This design comes from an exercise in tuning for small area on the open sky130 flow, not from production work.
In this exercise RTL edits were held to simulation tests only and were not proved equivalent to the original.
Power figures rest on the tool's default switching activity, not on a simulated workload.

File: design.v
module bcd_decode (
    input  wire [15:0] p,
    output wire        ok,
    output wire [6:0]  m,
    output wire [6:0]  s
);
    assign ok = (p[15:12] <= 4'd9) && (p[11:8] <= 4'd9) &&
                (p[7:4]   <= 4'd9) && (p[3:0]  <= 4'd9);
    assign m  = {3'd0, p[15:12]} * 7'd10 + {3'd0, p[11:8]};
    assign s  = {3'd0, p[7:4]}   * 7'd10 + {3'd0, p[3:0]};
endmodule
module bcd_time_increment (
    input  wire [15:0] p,
    output wire [15:0] q,
    output wire        sec_wrap,
    output wire        hour_ovf
);
    wire [3:0] so = p[3:0];
    wire [3:0] st = p[7:4];
    wire [3:0] mo = p[11:8];
    wire [3:0] mt = p[15:12];
    wire c0 = 1'b1;
    wire c1 = c0 & (so == 4'd9);
    wire c2 = c1 & (st == 4'd5);
    wire c3 = c2 & (mo == 4'd9);
    wire [3:0] so_n = !c0 ? so : (so == 4'd9) ? 4'd0 : so + 4'd1;
    wire [3:0] st_n = !c1 ? st : (st == 4'd5) ? 4'd0 : st + 4'd1;
    wire [3:0] mo_n = !c2 ? mo : (mo == 4'd9) ? 4'd0 : mo + 4'd1;
    wire [3:0] mt_n = !c3 ? mt : (mt == 4'd5) ? 4'd0 : mt + 4'd1;
    assign q        = {mt_n, mo_n, st_n, so_n};
    assign sec_wrap = c2;
    assign hour_ovf = (q == 16'h0000);
endmodule
module debounce_edge_detector (
    input  wire       clk,
    input  wire       rst,
    input  wire       edge_mode,      
    input  wire       active,         
    input  wire       btn_raw,
    input  wire [9:0] sw_raw,
    input  wire       tmr_timeout,
    input  wire       host_ack_btn,
    input  wire       host_ack_tick,
    input  wire       ack_tick,       
    output reg        btn_lvl,
    output reg  [9:0] sw_lvl,
    output reg        btn_cap,
    output reg        tick_pending,
    output reg  [2:0] ev_kind,
    output wire [5:0] ev_val
);
    localparam EV_NOOP = 3'd0, EV_SET_SEC = 3'd1, EV_SET_MIN = 3'd2,
               EV_SET_HRS = 3'd3, EV_BUMP = 3'd4, EV_EXIT = 3'd5;
    wire trans = (btn_lvl != btn_raw);
    reg ack_btn;
    always @(*) begin
        ev_kind = EV_NOOP;
        ack_btn = 1'b0;
        if (active) begin
            if (edge_mode) begin
                if (btn_cap) begin
                    ack_btn = 1'b1;
                    if (btn_lvl) ev_kind = EV_BUMP;
                end
            end else begin
                if (sw_lvl[7])               ev_kind = EV_EXIT;
                else if (sw_lvl[9:8] == 2'd1) ev_kind = EV_SET_SEC;
                else if (sw_lvl[9:8] == 2'd2) ev_kind = EV_SET_MIN;
                else if (sw_lvl[9:8] == 2'd3) ev_kind = EV_SET_HRS;
                else if (btn_lvl)            ev_kind = EV_BUMP;
            end
        end
    end
    assign ev_val = sw_lvl[5:0];
    always @(posedge clk) begin
        if (rst) begin
            btn_lvl      <= 1'b0;
            sw_lvl       <= 10'd0;
            btn_cap      <= 1'b0;
            tick_pending <= 1'b0;
        end else begin
            btn_lvl      <= btn_raw;
            sw_lvl       <= sw_raw;
            btn_cap      <= trans | (btn_cap & ~(ack_btn | host_ack_btn));
            tick_pending <= tmr_timeout | (tick_pending & ~(ack_tick | host_ack_tick));
        end
    end
endmodule
module clock_state_mux #(
    parameter [15:0] SEED_PACKED = 16'h0000,
    parameter [6:0]  SEED_HOURS  = 7'd0,
    parameter [4:0]  N_TICKS     = 5'd10,
    parameter [5:0]  BUMP_AMOUNT = 6'd2
) (
    input  wire        clk,
    input  wire        rst,
    input  wire        irq_mode,       
    input  wire        active,
    input  wire [2:0]  ev_kind,
    input  wire [5:0]  ev_val,
    input  wire        tick_pending,
    input  wire        btn_cap,
    output reg  [15:0] packed_time,
    output reg  [6:0]  hours,
    output reg  [3:0]  sub_tick_count,
    output reg         halted,
    output wire        ack_tick,
    output wire        refresh
);
    localparam EV_NOOP = 3'd0, EV_SET_SEC = 3'd1, EV_SET_MIN = 3'd2,
               EV_SET_HRS = 3'd3, EV_BUMP = 3'd4, EV_EXIT = 3'd5;
    wire       cur_ok;
    wire [6:0] cur_m, cur_s;
    bcd_decode u_dec_cur (.p(packed_time), .ok(cur_ok), .m(cur_m), .s(cur_s));
    wire [5:0]  set_v    = ev_val % 6'd60;
    wire [5:0]  set_tens = set_v / 6'd10;
    wire [5:0]  set_ones = set_v % 6'd10;
    wire [7:0]  set_bcd  = {set_tens[3:0], set_ones[3:0]};
    wire [11:0] bump_tot   = cur_m * 12'd60 + {5'd0, cur_s} + {6'd0, BUMP_AMOUNT};
    wire [11:0] bump_rem   = bump_tot % 12'd3600;
    wire [11:0] bump_min   = bump_rem / 12'd60;
    wire [11:0] bump_sec   = bump_rem % 12'd60;
    wire [11:0] bump_mt    = bump_min / 12'd10;
    wire [11:0] bump_mo    = bump_min % 12'd10;
    wire [11:0] bump_st    = bump_sec / 12'd10;
    wire [11:0] bump_so    = bump_sec % 12'd10;
    wire [15:0] bump_pt    = {bump_mt[3:0], bump_mo[3:0], bump_st[3:0], bump_so[3:0]};
    wire [11:0] bump_carry = bump_tot / 12'd3600;
    wire [7:0]  bump_hsum  = {1'b0, hours} + bump_carry[7:0];
    wire [7:0]  bump_hr    = bump_hsum % 8'd100;
    reg [15:0] pt1;
    reg [6:0]  hr1;
    reg        hl1;
    always @(*) begin
        pt1 = packed_time;
        hr1 = hours;
        hl1 = halted;
        case (ev_kind)
            EV_SET_SEC: pt1 = {packed_time[15:8], set_bcd};
            EV_SET_MIN: pt1 = {set_bcd, packed_time[7:0]};
            EV_SET_HRS: hr1 = {1'b0, ev_val} % 7'd100;
            EV_BUMP: if (cur_ok) begin
                pt1 = bump_pt;
                hr1 = bump_hr[6:0];
            end
            EV_EXIT:    hl1 = 1'b1;
            default: ;
        endcase
    end
    wire serve_tick = active && tick_pending && !hl1 && (!irq_mode || !btn_cap);
    wire [15:0] inc_q;
    wire        inc_sec_wrap, inc_hour_ovf;
    bcd_time_increment u_inc (.p(pt1), .q(inc_q), .sec_wrap(inc_sec_wrap),
                              .hour_ovf(inc_hour_ovf));
    wire [4:0] sub_next = {1'b0, sub_tick_count} + 5'd1;
    wire       advance  = serve_tick && (sub_next >= N_TICKS[4:0]);
    wire [7:0] hr_inc   = ({1'b0, hr1} + 8'd1) % 8'd100;
    assign ack_tick = serve_tick;
    assign refresh  = advance;
    always @(posedge clk) begin
        if (rst) begin
            packed_time    <= SEED_PACKED;
            hours          <= SEED_HOURS;
            sub_tick_count <= 4'd0;
            halted         <= 1'b0;
        end else begin
            halted <= hl1;
            if (advance) begin
                packed_time    <= inc_q;
                hours          <= inc_hour_ovf ? hr_inc[6:0] : hr1;
                sub_tick_count <= 4'd0;
            end else begin
                packed_time    <= pt1;
                hours          <= hr1;
                if (serve_tick) sub_tick_count <= sub_next[3:0];
            end
        end
    end
endmodule
module clock_core (
    input  wire        clk,
    input  wire        rst,
    input  wire        cfg_irq,        
    input  wire        cfg_edge,       
    input  wire        btn_raw,
    input  wire [9:0]  sw_raw,
    input  wire        tmr_timeout,
    input  wire        dispatch_en,
    input  wire        host_ack_btn,
    input  wire        host_ack_tick,
    output wire [15:0] packed_time,
    output wire [6:0]  hours,
    output wire [3:0]  sub_tick_count,
    output wire        halted,
    output wire        tick_pending,
    output wire        btn_cap,
    output wire        btn_lvl,
    output wire [9:0]  sw_lvl,
    output wire [6:0]  dec_min,
    output wire [6:0]  dec_sec,
    output wire        bcd_err,
    output wire        refresh,
    output wire        irq
);
    wire edge_mode = cfg_edge | cfg_irq;
    wire active    = dispatch_en & ~halted;
    wire [2:0] ev_kind;
    wire [5:0] ev_val;
    wire       ack_tick;
    debounce_edge_detector u_ed (
        .clk(clk), .rst(rst), .edge_mode(edge_mode), .active(active),
        .btn_raw(btn_raw), .sw_raw(sw_raw), .tmr_timeout(tmr_timeout),
        .host_ack_btn(host_ack_btn), .host_ack_tick(host_ack_tick),
        .ack_tick(ack_tick),
        .btn_lvl(btn_lvl), .sw_lvl(sw_lvl), .btn_cap(btn_cap),
        .tick_pending(tick_pending), .ev_kind(ev_kind), .ev_val(ev_val)
    );
    clock_state_mux u_csm (
        .clk(clk), .rst(rst), .irq_mode(cfg_irq), .active(active),
        .ev_kind(ev_kind), .ev_val(ev_val),
        .tick_pending(tick_pending), .btn_cap(btn_cap),
        .packed_time(packed_time), .hours(hours),
        .sub_tick_count(sub_tick_count), .halted(halted),
        .ack_tick(ack_tick), .refresh(refresh)
    );
    wire dec_ok;
    bcd_decode u_dec_out (.p(packed_time), .ok(dec_ok), .m(dec_min), .s(dec_sec));
    assign bcd_err = ~dec_ok;
    assign irq = cfg_irq & (btn_cap | tick_pending) & ~halted;
endmodule
File: run.sh
#!/bin/bash
# synth_recipe.tcl (not shown) runs the flow's synth.tcl, then flattens the netlist and writes it again
# the make line also repeats each setting of config.mk as NAME=value (left out here)
make -C /OpenROAD-flow-scripts/flow DESIGN_CONFIG=/design/flow/config.mk WORK_HOME=/design/flow/orfs CLKGATE_MAP_FILE= SYNTH_SCRIPT=/design/flow/synth_recipe.tcl finish
File: config.mk
export PLATFORM = sky130hd
export DESIGN_NAME = clock_core
export DESIGN_NICKNAME = clock_core
export VERILOG_FILES = /design/flow/design.v
export SDC_FILE = /design/flow/constraint.sdc
export NUM_CORES = 4
export LEC_CHECK = 0
export CAP_MARGIN = 20
export CORE_MARGIN = 2
export CORE_UTILIZATION = 40
export SLEW_MARGIN = 20
File: constraint.sdc
create_clock -name core_clock -period 15.0 [get_ports {clk}]
set_input_delay 3.0000 -clock core_clock [delete_from_list [all_inputs] [get_ports {clk}]]
set_output_delay 3.0000 -clock core_clock [all_outputs]
set_load 0.01 [all_outputs]
==> qor.txt <==
outcome = complete, no violations
CTS Hold Buffers Added = 0
register area = 820.8 sq um
CTS tree = yes
Yosys top cell by area = dfxtp_1
Worst R2R Start = u_csm.packed_time[13]
wire per inst = 17.06 um
clock skew = 0.007178 ns
full die area = 20,230 sq um
Main synth FF type = dfxtp_1
synth top area cells = dfxtp_1 11%, ha_1 7.7%, xnor2_1 6.0%
Post-Synthesis Cells = 1,037
1st-pass router iterations = 6
DR DRC count = 0
fill cell count = 1,893
worst endpoint required time = 15.16 ns
CTS Buf Count = 5
Worst Tran Pin Value = 0.9845 ns
Max IR drop VDD = 0.05353 mV
global route overflow = 0
H-tree Lvls = 2
Yosys cell types = 116
sequential area share after synthesis = 10.74%
# resized after CTS = 0
Core Area = 18,710 sq um
wire length on met3 = 1.180 mm
multi-input logic area = 6426 sq um
Worst setup SP type = register
hold path startpoint = u_csm.halted
share of layout cells above drive strength 1 = 7.438%
CP endpoint kind = register
Rel. slew slack = 34.25%
worst reg-to-reg path cell count = 42
Met2 Wirelength = 10.51 mm
die width = 142.2 um
critical path's slowest cell = a211oi_2
post-CTS setup buffers = 0
critical path's most frequent cell = nor3_1
# diodes = 0
Final Wtd Congestion = 0.8899
f_max = 73.19 MHz
Iteration-0 DRC Markers = 621
first-pass GRT wire length = 37.12 mm
warnings from Yosys = 2
pwr dens = 54.23 nW/um^2
GRT Total Usage = 22.09%
Detail Placement HPWL = 18.17 mm
root buffer cell = clkbuf_16
Via-to-Cell Ratio = 6.052
post-layout util = 46.62%
Final #Nets = 1,167
Avg Synthesized Cell Area = 7.370 sq um
Final Hold Fails = 0
#FFs+latches synth = 41
critical path class = reg2reg
total number of vias = 8,007
Final Max Slew Viols = 0
Skew-Pair Late Insertion Delay = 0.29 ns
FP Rows = 50
Tmin final = 13.66 ns
largest net degree at the start of global routing = 31
Crit Path Max Fanout = 12
Top Layer Used = met4
CP arrival = 13.82 ns
Hold Path Depth = 2
worst min-delay path class = reg2reg
Net Count, Synth = 1,115
share of the synthesized area in the top cell type = 10.74%
Routed Antenna Nets = 0
Setup crit start = u_csm.packed_time[13]
IO Port Bufs = 76
number of synthesized flops with an enable pin = 0
number of global-route vias before repair = 7,286
fin worst setup slack = 1.337 ns
CP max stage delay = 0.79 ns
dpl ws = 1.520 ns
fin crit share = 91.08%
Ports = 77
Final setup viols = 0
P_leak = 3.325 nW
initial antenna violation count = 0
P&R area growth vs syn = 14.11%
Starting Density = 40.86%
RSZ-0062 raised after global routing = false
clock sink count = 41
chip height = 142.2 um
async set-reset flop share out of synthesis = 0%
max-cap viol count = 0
synthesized area = 7642 sq um
Final TNS setup = 0 ns
Clock Pin Slew Worst Setup and Hold Paths = 0.06 ns
total wire length = 22.58 mm
Post-Route M1 WL = 10.30 mm
Clock Tree Buf Depth = 2
routing by layer:
metal,global-route usage (%),vias up
met3,3.264,35
met1,29.28,3746
met2,37.02,244
li1,-,3982
met5,0,-
met4,6.842,0
cell usage in the layout (no fill, tap or decap), types with 17 or more instances in the layout:
cell type,n
o21ai_0,49
xnor2_1,52
dfxtp_1,41
nand2_1,88
nor2_1,104
nor3_1,33
a31oi_1,24
nand3_1,38
ha_1,47
and3_1,17
clkdlybuf4s50_1,76
inv_1,58
nor2b_1,21
a21oi_1,65
xor2_1,24
power breakdown:
part | total, mW | internal [mW] | switching, mW | leakage [nW]
logic | 0.242 | 0.0946 | 0.147 | 2.92
registers | 0.121 | 0.113 | 0.00777 | 0.334
clock network | 0.110 | 0.0653 | 0.0450 | 0.0690
total | 0.473 | 0.273 | 0.200 | 3.33
cell families after synthesis:
| kind of cell | count (synthesis) | share of synthesized area [%] |
|---|---|---|
| multiplexers | 21 | 2.963 |
| flip-flops | 41 | 10.74 |
| AO/OA/AOI/OAI | 325 | 32.60 |
| buffers and inverters | 98 | 5.223 |
| adder cells (fa/ha/maj) | 59 | 10.84 |
| XOR/XNOR | 77 | 8.923 |
| AND/OR/NAND/NOR | 416 | 28.72 |
path summary, 6_finish.rpt:
check,endpoint,slack (ns)
worst max-delay path,u_csm.hours[3],1.34
worst min-delay path,u_csm.halted,0.55
worst max register to register,u_csm.hours[3],1.34
worst min register to register,u_csm.halted,0.55
sequential cells by signal, summed over array words and instances (netlist names):
register,flops
u_csm.sub_tick_count,4
u_csm.hours,7
u_ed.btn_lvl,1
u_csm.halted,1
u_csm.packed_time,16
u_ed.btn_cap,1
u_ed.sw_lvl,10
u_ed.tick_pending,1
Yosys cell counts, drive strengths merged (6+ instances only):
master	count
a2111oi	8
a211oi	13
nand2b	12
or2	13
xnor2	53
nand3	41
a21o	16
a22oi	14
xor2	24
a21oi	67
buf	12
inv	61
o21ai	59
nor4	7
o211ai	11
o31ai	9
dfxtp	41
o2111ai	6
and4	6
a221oi	6
nand3b	7
nand2	88
clkbuf	25
or4	6
nand4	13
o21a	9
fa	12
mux2i	18
and2	13
nor2b	21
nor2	106
a31oi	26
or3	8
and3	18
nor3	34
nor3b	8
ha	47
a221o	6
stage by stage:
step	instance area [sq um]	hold slack [ns]	instances	power, mW
final	8721	0.5489	1323	0.4729
after detailed placement	8571	0.5237	1316	0.3603
after global routing	8721	0.5897	1323	0.5013
after global placement	8571	0.5245	1316	0.3602
after floorplan	7642	0.5389	1037	0.3008
after CTS	8717	0.5462	1323	0.4716
final cells by class:
type	count	share of cell area, %
multi-input cells	898	73.69
flip-flops and latches	41	9.412
repair buffers	82	9.240
well taps	234	3.357
inverters	61	2.626
clock buffers	6	1.593
clock inverters	1	0.08608
critical path, delay by kind of cell (launching register included):
family	cells	cell delay, ns
AO/OA/AOI/OAI	18	6.41
adder cells (fa/ha/maj)	6	2.13
buffers and inverters	3	0.15
flip-flops	1	0.47
multiplexers	3	1.23
AND/OR/NAND/NOR	12	3.11

-- separate check: timing with driven ports --
Ports are ideal in the flow. The routed layout listed here was re-timed in OpenROAD.
Step 1, drivers: a clkbuf_16 drives clk and a buf_2 each remaining input, both assumed.
Step 2 also shifts input and output timing later by t, the mid clock arrival at the registers, as if the neighbouring blocks saw the same clock.
Slacks: ideal / step 1 / step 2; pairs: ideal / step 1.
t (ns): 0.325
setup slack, ns: 1.337 / 1.337 / 1.337
worst setup path at the end: register to register
worst slew at a driven data input, ns: 0.04
After both steps setup and hold are still met in this run. For this run, drivers alone change the setup slack by 0.000 ns; drivers and shift together by 0.000 ns.
